What follows belongs to an exercise in optimizing a design on an open flow for small area, a short achievable clock period and few clock cycles; a production flow would make more cautious choices. The RTL was checked by simulation tests, not by an equivalence proof against the original design. Power is estimated from default activity; no workload was simulated.

// bbe
module bbe (
    input             clk,
    input             rst,         
    input             cmd_valid,   
    input      [31:0] cmd,
    input      [63:0] operand,
    output reg        rsp_valid,   
    output reg        rsp_ok,
    output     [63:0] result,
    output            fault_line,
    input      [5:0]  hrd_addr,    
    output     [7:0]  hrd_data
);
For scale: ~12,000 cells after synthesis, ~710 flip-flops.
export LEC_CHECK = 0
export ABC_AREA = 1
export CAP_MARGIN = 20
export CELL_PAD_IN_SITES_DETAIL_PLACEMENT = 1
export CELL_PAD_IN_SITES_GLOBAL_PLACEMENT = 2
export CORE_MARGIN = 2
export CORE_UTILIZATION = 35
export GPL_ROUTABILITY_DRIVEN = 1
export PLACE_DENSITY = 0.5
export SETUP_SLACK_MARGIN = 5
export SLEW_MARGIN = 20
create_clock -name core_clock -period 15.0 [get_ports {clk}]
run.sh (not shown) runs the stock make flow with config.mk's settings and CLKGATE_MAP_FILE= SYNTH_SCRIPT=/design/flow/synth_recipe.tcl, a recipe that flattens the netlist after the stock synthesis.
The baseline completed with no timing, DRC or antenna violations.
Testbench counts at the start, summed over its fixed seeds: cycles 7,977.
Rerun with:
==> flow/flow/run.sh (new file) <==
#!/bin/bash
set -euo pipefail
bash standard.sh SETUP_SLACK_MARGIN=7 MATCH_CELL_FOOTPRINT=0 \
  "BUFFER_PORTS_ARGS=-buffer_cell sky130_fd_sc_hd__buf_4" finish > standard_flow.log 2>&1
==> flow/standard.sh (new file) <==
#!/bin/bash
# synth_recipe.tcl (not shown) runs the flow's synth.tcl, then flattens the netlist and writes it again
# the make line also repeats each setting of config.mk as NAME=value (left out here)
make -C /OpenROAD-flow-scripts/flow DESIGN_CONFIG=/design/flow/config.mk WORK_HOME=/design/flow/orfs CLKGATE_MAP_FILE= SYNTH_SCRIPT=/design/flow/synth_recipe.tcl "${@:-finish}"
- TNS_END_PERCENT: default -> 5
removed: flow/run.sh
The changed run produced a clean layout. Global-route usage rose by 2.3 points. First-iteration DRC count increases by 4.0%. Die area stays the same. Via count rose by 1.9%. Utilization is higher by 1.7 points. Non-clock buffer count goes up by 49. Wire length climbs by 5.2%. Worst setup slack improved by 440 ps.
Rerun with:
==> flow/run.sh (new file) <==
#!/bin/bash
# synth_recipe.tcl (not shown) runs the flow's synth.tcl, then flattens the netlist and writes it again
# the make line also repeats each setting of config.mk as NAME=value (left out here)
make -C /OpenROAD-flow-scripts/flow DESIGN_CONFIG=/design/flow/config.mk WORK_HOME=/design/flow/orfs CLKGATE_MAP_FILE= SYNTH_SCRIPT=/design/flow/synth_recipe.tcl finish
removed: flow/flow/run.sh
removed: flow/standard.sh
Outcome:
- The new run passed the timing, DRC and antenna checks
- hold slack barely changes
- synthesized cell count stays the same
- setup slack loses 550 ps
- power came out lower by 3.5%
- core utilization came out lower by 1.8 points
- cell area came out lower by 4.3%
- final cell count came out lower by 0.69%
- die area stays the same
Rerun with:
==> flow/flow/run.sh (new file) <==
#!/bin/bash
set -euo pipefail
bash standard.sh SETUP_SLACK_MARGIN=7 finish > standard_flow.log 2>&1
==> flow/standard.sh (new file) <==
#!/bin/bash
# synth_recipe.tcl (not shown) runs the flow's synth.tcl, then flattens the netlist and writes it again
# the make line also repeats each setting of config.mk as NAME=value (left out here)
make -C /OpenROAD-flow-scripts/flow DESIGN_CONFIG=/design/flow/config.mk WORK_HOME=/design/flow/orfs CLKGATE_MAP_FILE= SYNTH_SCRIPT=/design/flow/synth_recipe.tcl "${@:-finish}"
removed: flow/run.sh
What happened:
- critical path depth is higher by 34
- power went up by about 5%
- non-clock buffer count is higher by 182
- synthesized cell count is unchanged
- routed wire length grows by 9.0%
- worst setup slack gets better by 1100 ps
- hold slack stays flat
- core utilization rises by 3.7 points
- register-to-register slack gets better by 990 ps
- maximum frequency is higher by about 13%

## the baseline
Another version of the RTL of bbe (not shown whole).
Size in the first run: about 12000 cells after synthesis, roughly 180 I/O pins, ~0.071 sq mm of cells after synthesis.
==> flow/config.mk <==
export PLATFORM = sky130hd
export DESIGN_NAME = bbe
export DESIGN_NICKNAME = bbe
export VERILOG_FILES = /design/flow/design.v
export SDC_FILE = /design/flow/constraint.sdc
export NUM_CORES = 4
export LEC_CHECK = 0
export ABC_AREA = 1
export CAP_MARGIN = 20
export CELL_PAD_IN_SITES_DETAIL_PLACEMENT = 1
export CELL_PAD_IN_SITES_GLOBAL_PLACEMENT = 2
export CORE_MARGIN = 2
export CORE_UTILIZATION = 45
export GPL_ROUTABILITY_DRIVEN = 1
export PLACE_DENSITY = 0.6
export SETUP_SLACK_MARGIN = 3
export SLEW_MARGIN = 20
==> flow/constraint.sdc <==
create_clock -name core_clock -period 15.0 [get_ports {clk}]
set_input_delay 3.0000 -clock core_clock [delete_from_list [all_inputs] [get_ports {clk}]]
set_output_delay 3.0000 -clock core_clock [all_outputs]
set_load 0.01 [all_outputs]
Stock flow here: none of the scripts above is used.
Ran to the end and failed final checks on max-capacitance violations, max-slew violations: the baseline.
Testbench counts of the baseline, summed over its fixed seeds: cycles 7,977.
Relative to the baseline, the following input files were edited for the candidate:
Settings: changing SETUP_SLACK_MARGIN from 3 to 5.
### Flow results
The candidate is listed as incomplete: the tool reported an error in global routing (5_1_grt) and the run ended there. As of the candidate, number of gates resized after CTS had risen by more than 100% compared to the baseline. Diff the baseline..the candidate | synthesized cell count | unchanged. Diff the candidate..the baseline | count of input and output buffers | unchanged. Re post-detailed-placement half-perimeter wirelength: the baseline was higher than the candidate. Post-CTS setup buffer count in the candidate vs the baseline: up 331.

Setup of epsilon:
Another version of the RTL of bbe (not shown whole).
Size in the first run: ~710 flip-flops, roughly 180 I/O pins, roughly 0.073 sq mm of cells after synthesis.
## bbe
module bbe (
    input             clk,
    input             rst,         
    input             cmd_valid,   
    input      [31:0] cmd,
    input      [63:0] operand,
    output reg        rsp_valid,   
    output reg        rsp_ok,
    output     [63:0] result,
    output            fault_line,
    input      [5:0]  hrd_addr,    
    output     [7:0]  hrd_data
);
==> flow/config.mk <==
export PLATFORM = sky130hd
export DESIGN_NAME = bbe
export DESIGN_NICKNAME = bbe
export VERILOG_FILES = /design/flow/design.v
export SDC_FILE = /design/flow/constraint.sdc
export NUM_CORES = 4
export LEC_CHECK = 0
export ABC_AREA = 1
export CAP_MARGIN = 20
export CELL_PAD_IN_SITES_DETAIL_PLACEMENT = 1
export CELL_PAD_IN_SITES_GLOBAL_PLACEMENT = 2
export CORE_MARGIN = 2
export CORE_UTILIZATION = 35
export GPL_ROUTABILITY_DRIVEN = 1
export PLACE_DENSITY = 0.5
export SETUP_SLACK_MARGIN = 5
export SLEW_MARGIN = 20
export TNS_END_PERCENT = 5
==> flow/constraint.sdc <==
create_clock -name core_clock -period 15.0 [get_ports {clk}]
set_input_delay 3.0000 -clock core_clock [delete_from_list [all_inputs] [get_ports {clk}]]
set_output_delay 3.0000 -clock core_clock [all_outputs]
set_load 0.01 [all_outputs]
standard.sh (not shown) runs the stock make flow with config.mk's settings and CLKGATE_MAP_FILE= SYNTH_SCRIPT=/design/flow/synth_recipe.tcl, a recipe that flattens the netlist after the stock synthesis.
==> flow/flow/run.sh <==
#!/bin/bash
set -euo pipefail
bash standard.sh SETUP_SLACK_MARGIN=6 \
  "BUFFER_PORTS_ARGS=-buffer_cell sky130_fd_sc_hd__buf_4" finish > standard_flow.log 2>&1
epsilon: full flow OK, the timing, DRC and antenna checks passed
Testbench counts of epsilon, summed over its fixed seeds: cycles 7,977.
Changes in alpha relative to epsilon:
==> flow/flow/run.sh <==
#!/bin/bash
set -euo pipefail
bash standard.sh SETUP_SLACK_MARGIN=7 finish > standard_flow.log 2>&1
## What came out
- alpha did not run to completion, as it errored out during global routing (5_1_grt).
- Area after detailed placement went up slightly going from epsilon to alpha.
- Total placed cells including tap cells essentially unchanged between epsilon and alpha.
- Diff epsilon..alpha | number of distinct library cell variants in the gate-level netlist after synthesis | unchanged
- epsilon -> alpha: count of hold buffers inserted by post-cts repair delta 0, exact match
- Diff epsilon..alpha | cell count after synthesis | unchanged
- | clock sink total | epsilon vs alpha | ≈ equal |
- epsilon → alpha: count of H-tree levels built during CTS now sits at about the same level, total CTS buffers now sits at about the same level, area of the mapped netlist now sits at about the same level.
- As far as number of flops mapped to enable cells by yosys goes, epsilon and alpha are indistinguishable; the numbers are identical.
- As of alpha, count of buffers added by post-CTS timing repair for setup had risen by more than a quarter compared to epsilon.

static timing again, ports no longer ideal:
The results above use ideal ports. As a check the final layouts listed here were re-extracted and re-timed, cells and wires unchanged. Step 1, drivers: a clkbuf_16 drives clk and a buf_2 each remaining input, both assumed. Step 2 moves the port delays by t, midway between the first and last clock arrival at a register: inputs arrive t later, outputs are due t later. That takes back most of the time a late clock gives input paths. Slacks: ideal / step 1 / step 2; pairs: ideal / step 1.
run | t (ns) | slack for setup (ns) | worst register clock-pin slew, ns
the first run of note 1 | 0.847 | 4.963 / 4.995 / 4.195 | 0.08 / 0.08
the second run of note 1 | 0.860 | 5.401 / 5.401 / 4.751 | 0.07 / 0.07
the third run of note 1 | 0.845 | 4.847 / 4.818 / 4.173 | 0.08 / 0.08
the fourth run of note 1 | 0.896 | 5.991 / 5.991 / 5.274 | 0.08 / 0.08
the baseline | 0.790 | 3.121 / 3.121 / 2.468 | 0.07 / 0.07
epsilon | 0.818 | 5.375 / 5.320 / 4.512 | 0.08 / 0.08
For epsilon, which loses most, drivers alone change the setup slack by -0.055 ns; drivers and shift together by -0.863 ns.
